This design comes from an exercise in tuning for small area, a short achievable clock period and few clock cycles on the open sky130 flow, not from production work.
Function was checked by simulation only, so behaviour that the tests miss may differ from the original.
Power figures rest on the tool's default switching activity, not on a simulated workload.

[design/flow/config.mk]
export PLATFORM = sky130hd
export DESIGN_NAME = bstu
export DESIGN_NICKNAME = bstu
export VERILOG_FILES = /design/flow/design.v
export SDC_FILE = /design/flow/constraint.sdc
export NUM_CORES = 4
export LEC_CHECK = 0
export CAP_MARGIN = 20
export CORE_MARGIN = 2
export CORE_UTILIZATION = 40
export SLEW_MARGIN = 20
[design/flow/run.sh]
#!/bin/bash
# synth_recipe.tcl (not shown) runs the flow's synth.tcl, then flattens the netlist and writes it again
# the make line also repeats each setting of config.mk as NAME=value (left out here)
make -C /OpenROAD-flow-scripts/flow DESIGN_CONFIG=/design/flow/config.mk WORK_HOME=/design/flow/orfs CLKGATE_MAP_FILE= SYNTH_SCRIPT=/design/flow/synth_recipe.tcl finish
[design/flow/constraint.sdc]
create_clock -name core_clock -period 13.0 [get_ports {clk}]
set_input_delay 2.6000 -clock core_clock [delete_from_list [all_inputs] [get_ports {clk}]]
set_output_delay 2.6000 -clock core_clock [all_outputs]
set_load 0.01 [all_outputs]
[design/flow/design.v]
module bstu (
    input  wire        clk,
    input  wire        rst,         
    input  wire        reg_we,
    input  wire [3:0]  reg_addr,
    input  wire [31:0] reg_wdata,
    output reg  [31:0] reg_rdata,
    output wire        irq,
    output wire        rd_valid,
    output wire [31:0] rd_addr,
    input  wire        rd_ready,
    input  wire [7:0]  rd_data,
    input  wire        rd_err,
    output wire        wr_valid,
    output wire [31:0] wr_addr,
    output wire [7:0]  wr_data,
    input  wire        wr_ready,
    input  wire        wr_err
);
    localparam R_CMD = 4'd0, R_STATUS = 4'd1, R_CTRL = 4'd2, R_CAP = 4'd3,
               R_SRC = 4'd4, R_DST = 4'd5, R_N = 4'd6, R_EINFO = 4'd7;
    localparam E_ITEMSIZE = 4'd1, E_ILLEGAL = 4'd2, E_RANGE = 4'd3,
               E_OVERLAP = 4'd4, E_BUS = 4'd5;
    localparam OP_TBYTE = 4'd2, OP_UTBYTE = 4'd3, OP_TBIT = 4'd4, OP_UTBIT = 4'd5;
    localparam S_IDLE = 3'd0, S_SIMPLE = 3'd1, S_SETUP = 3'd2, S_GATHER = 3'd3,
               S_SCATTER = 3'd4, S_NEXT = 3'd5;
    localparam M_COPY = 2'd0, M_K8 = 2'd1, M_TFWD = 2'd2, M_TINV = 2'd3;
    reg [31:0] cmd_q;
    reg        busy, done, err, lost;
    reg [3:0]  ecode;
    reg        ie;
    reg [31:0] einfo;
    reg [31:0] src_q, dst_q, n_q;
    reg [31:0] tin  [0:3];
    reg [31:0] tout [0:3];
    reg [3:0]  op;
    reg [7:0]  isz;        
    reg [31:0] len_q;      
    reg        phase;      
    reg [2:0]  state;
    reg [3:0]  grp;        
    reg [1:0]  mode;
    reg [2:0]  tcnt;       
    reg [31:0] ocnt, icnt, inner;
    reg [31:0] gk, gw, gj, sk, sw, si;
    reg [31:0] g_outer, g_win, g_ptr;
    reg [31:0] s_outer, s_win, s_ptr;
    reg [2:0]  j;
    reg [7:0]  gbuf [0:7];
    wire        cmd_wr    = reg_we && (reg_addr == R_CMD);
    wire        accept    = cmd_wr && !busy && !err;
    wire [3:0]  w_opc     = reg_wdata[3:0];
    wire [7:0]  w_s       = reg_wdata[15:8];
    wire        w_is_t    = (w_opc >= OP_TBYTE) && (w_opc <= OP_UTBIT);
    wire        w_legal_z = (reg_wdata == 32'd0) || (reg_wdata == 32'd1);
    wire        w_legal_t = w_is_t && (reg_wdata[31:16] == 16'd0) && (reg_wdata[7:6] == 2'd0);
    wire        w_illegal = !w_legal_z && !w_legal_t;
    wire [39:0] w_len     = n_q * w_s;
    wire [40:0] src_end   = {9'd0, src_q} + {1'b0, w_len};
    wire [40:0] dst_end   = {9'd0, dst_q} + {1'b0, w_len};
    wire        w_range   = (src_end > 41'h1_0000_0000) || (dst_end > 41'h1_0000_0000);
    wire        w_overlap = (w_len != 40'd0) &&
                            ({9'd0, src_q} < dst_end) && ({9'd0, dst_q} < src_end);
    wire [63:0] a_flat;
    wire [63:0] x_k8;
    wire [63:0] x_fwd [1:7];
    wire [63:0] x_inv [1:7];
    genvar gi, gb, gt;
    generate
        for (gi = 0; gi < 8; gi = gi + 1) begin : g_flat
            assign a_flat[8*gi +: 8] = gbuf[gi];
        end
        for (gi = 0; gi < 8; gi = gi + 1) begin : g_k8i
            for (gb = 0; gb < 8; gb = gb + 1) begin : g_k8j
                assign x_k8[8*gi + gb] = a_flat[8*gb + gi];
            end
        end
        for (gt = 1; gt < 8; gt = gt + 1) begin : g_tail
            for (gi = 0; gi < 64; gi = gi + 1) begin : g_bit
                if (gi < 8 * gt) begin : g_in
                    assign x_fwd[gt][gi] = a_flat[8 * (gi % gt) + (gi / gt)];
                    assign x_inv[gt][gi] = a_flat[(gi % 8) * gt + (gi / 8)];
                end else begin : g_out
                    assign x_fwd[gt][gi] = 1'b0;
                    assign x_inv[gt][gi] = 1'b0;
                end
            end
        end
    endgenerate
    reg [63:0] x_out;
    always @(*) begin
        case (mode)
            M_COPY:  x_out = a_flat;
            M_K8:    x_out = x_k8;
            M_TFWD:  x_out = (tcnt == 3'd0) ? 64'd0 : x_fwd[tcnt];
            default: x_out = (tcnt == 3'd0) ? 64'd0 : x_inv[tcnt];
        endcase
    end
    wire [127:0] tin_flat = {tin[3], tin[2], tin[1], tin[0]};
    wire [127:0] ktile_out;
    generate
        for (gt = 0; gt < 2; gt = gt + 1) begin : g_half
            for (gi = 0; gi < 8; gi = gi + 1) begin : g_ki
                for (gb = 0; gb < 8; gb = gb + 1) begin : g_kj
                    assign ktile_out[64*gt + 8*gi + gb] = tin_flat[64*gt + 8*gb + gi];
                end
            end
        end
    endgenerate
    assign rd_valid = (state == S_GATHER);
    assign rd_addr  = g_ptr;
    assign wr_valid = (state == S_SCATTER);
    assign wr_addr  = s_ptr;
    assign wr_data  = x_out[8*j +: 8];
    wire rd_fire = rd_valid && rd_ready;
    wire wr_fire = wr_valid && wr_ready;
    assign irq = ie && (done || err);
    always @(*) begin
        case (reg_addr)
            R_CMD:    reg_rdata = cmd_q;
            R_STATUS: reg_rdata = {24'd0, ecode, lost, err, done, busy};
            R_CTRL:   reg_rdata = {31'd0, ie};
            R_CAP:    reg_rdata = 32'd1;
            R_SRC:    reg_rdata = src_q;
            R_DST:    reg_rdata = dst_q;
            R_N:      reg_rdata = n_q;
            R_EINFO:  reg_rdata = einfo;
            4'd8, 4'd9, 4'd10, 4'd11:
                      reg_rdata = tin[reg_addr[1:0]];
            default:  reg_rdata = tout[reg_addr[1:0]];
        endcase
    end
    always @(posedge clk) begin
        if (!rst && reg_we && !busy) begin
            case (reg_addr)
                R_SRC: src_q <= reg_wdata;
                R_DST: dst_q <= reg_wdata;
                R_N:   n_q   <= reg_wdata;
                4'd8, 4'd9, 4'd10, 4'd11: tin[reg_addr[1:0]] <= reg_wdata;
                default: ;
            endcase
        end
        if (!rst && state == S_SIMPLE && op == 4'd1) begin
            tout[0] <= ktile_out[31:0];
            tout[1] <= ktile_out[63:32];
            tout[2] <= ktile_out[95:64];
            tout[3] <= ktile_out[127:96];
        end
    end
    wire [31:0] m_elems = {n_q[31:3], 3'd0};
    wire [31:0] windows = {3'd0, n_q[31:3]};
    wire [31:0] s8      = {21'd0, isz, 3'd0};
    wire [31:0] tail_off = len_q - n_q[2:0] * isz;
    always @(posedge clk) begin
        if (rst) begin
            cmd_q <= 32'd0;
            busy  <= 1'b0;
            done  <= 1'b0;
            err   <= 1'b0;
            lost  <= 1'b0;
            ecode <= 4'd0;
            ie    <= 1'b0;
            einfo <= 32'd0;
            state <= S_IDLE;
        end else begin
            if (reg_we) begin
                case (reg_addr)
                    R_CMD: begin
                        if (busy || err) begin
                            lost <= 1'b1;
                        end else begin
                            cmd_q <= reg_wdata;
                            done  <= 1'b0;
                            op    <= w_opc;
                            isz   <= w_s;
                            len_q <= w_len[31:0];
                            phase <= 1'b0;
                            if (w_illegal) begin
                                err <= 1'b1; ecode <= E_ILLEGAL; einfo <= 32'd0;
                            end else if (w_legal_z) begin
                                busy <= 1'b1; state <= S_SIMPLE;
                            end else if (w_s == 8'd0) begin
                                err <= 1'b1; ecode <= E_ITEMSIZE; einfo <= 32'd0;
                            end else if (w_range) begin
                                err <= 1'b1; ecode <= E_RANGE; einfo <= 32'd0;
                            end else if (w_overlap) begin
                                err <= 1'b1; ecode <= E_OVERLAP; einfo <= 32'd0;
                            end else if (w_len == 40'd0) begin
                                busy <= 1'b1; state <= S_SIMPLE;
                            end else begin
                                busy <= 1'b1; state <= S_SETUP;
                            end
                        end
                    end
                    R_STATUS: begin
                        if (reg_wdata[1]) done <= 1'b0;
                        if (reg_wdata[2]) begin
                            err <= 1'b0; ecode <= 4'd0; einfo <= 32'd0;
                        end
                        if (reg_wdata[3]) lost <= 1'b0;
                    end
                    R_CTRL: ie <= reg_wdata[0];
                    R_SRC, R_DST, R_N, 4'd8, 4'd9, 4'd10, 4'd11:
                        if (busy) lost <= 1'b1;
                    default: ;
                endcase
            end
            case (state)
                S_SIMPLE: begin
                    busy  <= 1'b0;
                    done  <= 1'b1;
                    state <= S_IDLE;
                end
                S_SETUP: begin
                    j <= 3'd0;
                    case (op)
                        OP_TBYTE: begin
                            grp <= 4'd1; mode <= M_COPY;
                            ocnt <= n_q; inner <= {24'd0, isz}; icnt <= {24'd0, isz};
                            g_outer <= src_q; g_win <= src_q; g_ptr <= src_q;
                            s_outer <= dst_q; s_win <= dst_q; s_ptr <= dst_q;
                            gk <= {24'd0, isz}; gw <= 32'd1; gj <= 32'd0;
                            sk <= 32'd1; sw <= n_q; si <= 32'd0;
                        end
                        OP_UTBYTE: begin
                            grp <= 4'd1; mode <= M_COPY;
                            ocnt <= n_q; inner <= {24'd0, isz}; icnt <= {24'd0, isz};
                            g_outer <= src_q; g_win <= src_q; g_ptr <= src_q;
                            s_outer <= dst_q; s_win <= dst_q; s_ptr <= dst_q;
                            gk <= 32'd1; gw <= n_q; gj <= 32'd0;
                            sk <= {24'd0, isz}; sw <= 32'd1; si <= 32'd0;
                        end
                        default: begin   
                            ocnt <= {24'd0, isz};
                            tcnt <= n_q[2:0];
                            if (!phase && windows != 32'd0) begin
                                grp <= 4'd8; mode <= M_K8;
                                inner <= windows; icnt <= windows;
                                g_outer <= src_q; g_win <= src_q; g_ptr <= src_q;
                                s_outer <= dst_q; s_win <= dst_q; s_ptr <= dst_q;
                                if (op == OP_TBIT) begin
                                    gk <= 32'd1; gw <= s8; gj <= {24'd0, isz};
                                    sk <= m_elems; sw <= 32'd1; si <= windows;
                                end else begin
                                    gk <= m_elems; gw <= 32'd1; gj <= windows;
                                    sk <= 32'd1; sw <= s8; si <= {24'd0, isz};
                                end
                            end else begin
                                phase <= 1'b1;
                                grp <= {1'b0, n_q[2:0]};
                                mode <= (op == OP_TBIT) ? M_TFWD : M_TINV;
                                inner <= 32'd1; icnt <= 32'd1;
                                g_outer <= src_q + tail_off; g_win <= src_q + tail_off;
                                g_ptr <= src_q + tail_off;
                                s_outer <= dst_q + tail_off; s_win <= dst_q + tail_off;
                                s_ptr <= dst_q + tail_off;
                                gw <= 32'd0; sw <= 32'd0;
                                if (op == OP_TBIT) begin
                                    gk <= 32'd1; gj <= {24'd0, isz};
                                    sk <= {29'd0, n_q[2:0]}; si <= 32'd1;
                                end else begin
                                    gk <= {29'd0, n_q[2:0]}; gj <= 32'd1;
                                    sk <= 32'd1; si <= {24'd0, isz};
                                end
                            end
                        end
                    endcase
                    state <= S_GATHER;
                end
                S_GATHER: begin
                    if (rd_fire) begin
                        if (rd_err) begin
                            busy <= 1'b0; err <= 1'b1; ecode <= E_BUS; einfo <= g_ptr;
                            state <= S_IDLE;
                        end else begin
                            gbuf[j] <= rd_data;
                            g_ptr <= g_ptr + gj;
                            if ({1'b0, j} == grp - 4'd1) begin
                                j <= 3'd0;
                                state <= S_SCATTER;
                            end else begin
                                j <= j + 3'd1;
                            end
                        end
                    end
                end
                S_SCATTER: begin
                    if (wr_fire) begin
                        if (wr_err) begin
                            busy <= 1'b0; err <= 1'b1; ecode <= E_BUS; einfo <= s_ptr;
                            state <= S_IDLE;
                        end else begin
                            s_ptr <= s_ptr + si;
                            if ({1'b0, j} == grp - 4'd1) begin
                                j <= 3'd0;
                                state <= S_NEXT;
                            end else begin
                                j <= j + 3'd1;
                            end
                        end
                    end
                end
                S_NEXT: begin
                    if (icnt != 32'd1) begin
                        icnt  <= icnt - 32'd1;
                        g_win <= g_win + gw; g_ptr <= g_win + gw;
                        s_win <= s_win + sw; s_ptr <= s_win + sw;
                        state <= S_GATHER;
                    end else if (ocnt != 32'd1) begin
                        ocnt    <= ocnt - 32'd1;
                        icnt    <= inner;
                        g_outer <= g_outer + gk; g_win <= g_outer + gk; g_ptr <= g_outer + gk;
                        s_outer <= s_outer + sk; s_win <= s_outer + sk; s_ptr <= s_outer + sk;
                        state   <= S_GATHER;
                    end else if ((op == OP_TBIT || op == OP_UTBIT) && !phase &&
                                 n_q[2:0] != 3'd0) begin
                        phase <= 1'b1;
                        state <= S_SETUP;
                    end else begin
                        busy  <= 1'b0;
                        done  <= 1'b1;
                        state <= S_IDLE;
                    end
                end
                default: ;
            endcase
        end
    end
endmodule
==> impl_metrics.py <==
metrics = {
    "yosys": {
        "yosysWarnings": 130,
        "synth-main-ff-cell": "edfxtp_1",
        "synth-compound-area-share": 0.171,
        "ys_types": 104,
        "yosys.area_share.adder": 0.134,
        "muxShareOfSynthArea": 0.0386,
        "synth.area.top_cells": "edfxtp_1, ha_1, fa_1, nand2_1, a21oi_1",
        "yosys.area.top_type_share": 0.390,
        "synthXorXnorAreaFrac": 0.0438,
        "async_reset_ff_frac": 0,
        "yosysSeqAreaShare": 0.411,
        "ys_ff_latch": 1020,
        "synth_nets": 7990,
        "synth.avg_cell_area_um2": 9.99,
        "synth_top_family_by_area": "compound AO/OA/AOI/OAI gates",
        "synth_edf_count": 944,
        "yosys.area_share.simple": 0.165,
        "netlist_instances": 7282,
        "syn_area_mm2": 0.0728,
        "synth_area_leader_cell": "edfxtp_1",
    },
    "setup_path": {
        "cp.required_ns": 13.67,
        "arrival_ns": 12.71,
        "critPathSlowestCell": "clkdlybuf4s50_1",
        "crit_path_end_kind": "flop",
        "cp_common_cell": "fa_1",
        "cp_max_fo": 32,
        "critPathLaunchType": "input port",
        "max_stage_delay_ns": 0.75,
        "crit_type": "input port to flop",
        "r2r-start": "n_q[0]",
        "rrSetupSlack_ns": 2.53,
        "crit_path_start": "reg_wdata[14]",
    },
    "cts": {
        "clockBufferDepth": 3,
        "numCtsBuffers": 115,
        "cts_tree": "built",
        "cts_root_buf": "clkbuf_16",
        "clk_pin_slew_ns": 0.06,
        "clk-insertion-delay-late_ns": 0.79,
        "cts_setup_buffers": 0,
        "ctsHoldBuffers": 0,
        "htree_levels": 3,
        "ctsResizeCount": 0,
        "clock_sinks": 1020,
    },
    "timing": {
        "final-hold-violation-count": 0,
        "fmax_mhz": 83.1,
        "finalSetupViolCount": 0,
        "worst_slack_ns": 0.962,
        "drv_slew": 0,
        "worst_pin_slew_ns": 1.12,
        "rsz0062_at_grt": "false",
        "period_needed_ns": 12.04,
        "relSlewSlack": 0.246,
        "fin_crit_sh": 0.926,
        "clock-skew-final_ns": 0.0524,
        "tns_ns": 0,
    },
    "global_route": {
        "grt_pass1_vias": 57900,
        "grt_use_met3": 0.0536,
        "grt_antenna_before_repair": 23,
        "grtUsageMet1": 0.402,
        "busiest_layer": "met2",
        "grt_max_degree": 184,
        "gr-total-overflow": 0,
        "grt_util_met2": 0.460,
        "grt_pass1_wl_um": 404000,
        "gr-usage-all-layers": 0.296,
    },
    "placed_design": {
        "post-place-ws_ns": 0.284,
        "place_inst": 9625,
        "place_congestion": 1.01,
        "dp_hpwl_um": 204000,
        "port_buffers": 157,
    },
    "route": {
        "via_per_inst": 6.19,
        "first_pass_iters": 10,
        "ant_nets": 0,
        "dr.first_iter.drc_count": 7447,
        "wirelength_um": 281000,
        "dr_total_vias": 61100,
        "wire_per_inst_um": 28.5,
        "remaining_drc_errors": 0,
    },
    "die": {
        "fp-row-count": 156,
        "ios": 158,
        "die_h_um": 430,
        "initial_utilization": 0.403,
        "dieArea_mm2": 0.185,
        "die_w_um": 430,
        "core_mm2": 0.181,
    },
    "pwr": {
        "swShare": 0.392,
        "leakagePower_nw": 31.1,
        "p_clk_frac": 0.265,
        "internal-power_mw": 7.97,
        "cellPowerDensity_mw_per_mm2": 161,
        "pwr-share-seq": 0.278,
        "switchingPower_mw": 5.15,
        "ir_worst_vdd_mv": 0.136,
        "p_comb_frac": 0.457,
        "p_total_mw": 13.1,
    },
    "layout": {
        "nNetsFinal": 8081,
        "n_fill_cell": 17000,
        "drive_above_1_share": 0.0801,
        "area_growth_pct": 11.9,
        "ff_latch_area_mm2": 0.0299,
        "multi_input_area_mm2": 0.0404,
        "fin_cells": 9866,
        "fin_util": 0.450,
    },
    "worst_hold_path": {
        "hp-start": "tin[3][17]",
        "min_path_type": "flop to flop",
    },
    "run": {
        "maxCapViolCount": 0,
    },
    "status": {
        "status": "timing/DRC/antenna clean",
    },
}
## cells in the mapped netlist, drive strengths merged, types with 26 or more instances
master,n
edfxtp,944
nand2,795
nor2,563
a21oi,506
ha,453
o21ai,404
inv,348
and2,282
clkbuf,280
fa,204
xnor2,200
xor2,163
nor3,156
a21o,154
nand3,140
a22oi,105
and3,99
nor2b,92
mux4,84
nand2b,79
o211ai,79
mux2i,77
buf,76
dfxtp,76
a31oi,70
a211oi,68
or3,62
o21a,59
nand4,52
or2,48
nor4,42
a22o,38
a311oi,38
o21bai,35
a222oi,34
a21boi,27
o31ai,26
## path summary, 6_finish.rpt
check / to / cells past startpoint
worst max-delay path: busy / 38
worst min-delay path: tout[2][14] / 0
worst max register to register: busy / 39
worst min register to register: tout[2][14] / 0
## kinds of logic (layout without fill, tap and decap cells)
family | Yosys count | in the layout
AO/OA/AOI/OAI | 1874 | 1874
other | 0 | 26
multiplexers | 174 | 174
buffers and inverters | 707 | 895
XOR/XNOR | 363 | 363
flip-flops | 1020 | 1020
AND/OR/NAND/NOR | 2487 | 2487
adder cells (fa/ha/maj) | 657 | 657
## per-stage QoR
step / area [um2] / hold slack, ns
floorplan: 72800 / 0.409
global placement: 77400 / 0.424
detailed placement: 77400 / 0.430
CTS: 81300 / 0.443
global route: 81300 / 0.449
finish: 81400 / 0.441
## power by group through the flow
| stage | Combinational, mW | Clock (mW) | Sequential, mW |
|---|---|---|---|
| finish | 6.00 | 3.48 | 3.64 |
| global route | 6.56 | 3.63 | 3.64 |
| CTS | 5.88 | 3.52 | 3.64 |
| detailed placement | 5.85 | 0 | 3.71 |
| global placement | 5.82 | 0 | 3.71 |
| floorplan | 4.16 | 0 | 3.70 |
## cells in the final DEF (no fill, tap or decap), types with 41 or more instances in the layout
master and count:
a211oi_1 66, a21o_1 154, a21oi_1 506, a22oi_1 105, a31oi_1 69, and2_1 279, and3_1 98, buf_4 166
clkbuf_16 116, clkdlybuf4s50_1 150, dfxtp_1 76, edfxtp_1 944, fa_1 204, ha_1 452, inv_1 347, mux2i_1 77
mux4_2 84, nand2_1 792, nand2b_1 79, nand3_1 139, nand4_1 51, nor2_1 549, nor2b_1 92, nor3_1 146
nor4_1 41, o211ai_1 79, o21a_1 59, o21ai_0 395, or2_2 46, or3_1 62, xnor2_1 199, xor2_1 163
## layer usage
layer  wire length (um)  share of wire  vias to the layer above
met5                 27       0.000096                        -
met1             114000           0.41                    30200
met4              14200          0.051                        4
met2             126000           0.45                     3243
li1                   -              -                    27000
met3              26800          0.095                      553
## area by class of cell
| cell class | instances | share of cell area |
|---|---|---|
| clock inverters | 77 | 0.0112 |
| repair buffers | 330 | 0.0355 |
| multi-input cells | 5555 | 0.496 |
| well taps | 2370 | 0.0364 |
| inverters | 351 | 0.0162 |
| clock buffers | 137 | 0.0372 |
| diodes | 26 | 0.000799 |
| flip-flops and latches | 1020 | 0.367 |
## critical path: cells and delay by family
family,cells,cell delay [ns]
adders and majority gates,7,2.89
AOI/OAI and AO/OA,17,3.83
buffers and inverters,5,1.49
and+or+nand+nor,8,1.68
xor gates and xnor gates,1,0.17
Testbench counts, summed over its fixed seeds: cycles 1,830,376.

-- re-timing with driven ports --
How much do the figures lean on ideal ports? The routed layout below was timed once more, with nothing changed but the port constraints.
Step 1 (the two cells are an assumption about what drives the block):
set clk [get_ports {clk}]
set_driving_cell -lib_cell sky130_fd_sc_hd__clkbuf_16 $clk
set_driving_cell -lib_cell sky130_fd_sc_hd__buf_2 [delete_from_list [all_inputs] $clk]
Step 2 adds t to the input delays and takes it off the output delays; t is the mean of the earliest and latest rising clock arrival at the registers after step 1. Input paths then give back, and output paths get back, about the clock's delay inside the block.
a / b / c = ideal ports / drivers / drivers and shift; a / b = the first two.
shift t [ns]: 0.853
setup WS [ns]: 0.962 / 1.011 / 0.159
worst hold slack (ns): 0.441 / 0.441 / 0.441
latest minus earliest clock arrival (ns): 0.052 / 0.053
worst data-port slew with drivers (ns): 0.14
After both steps setup and hold are still met in this run. For this run, drivers alone change the setup slack by +0.049 ns; drivers and shift together by -0.803 ns.
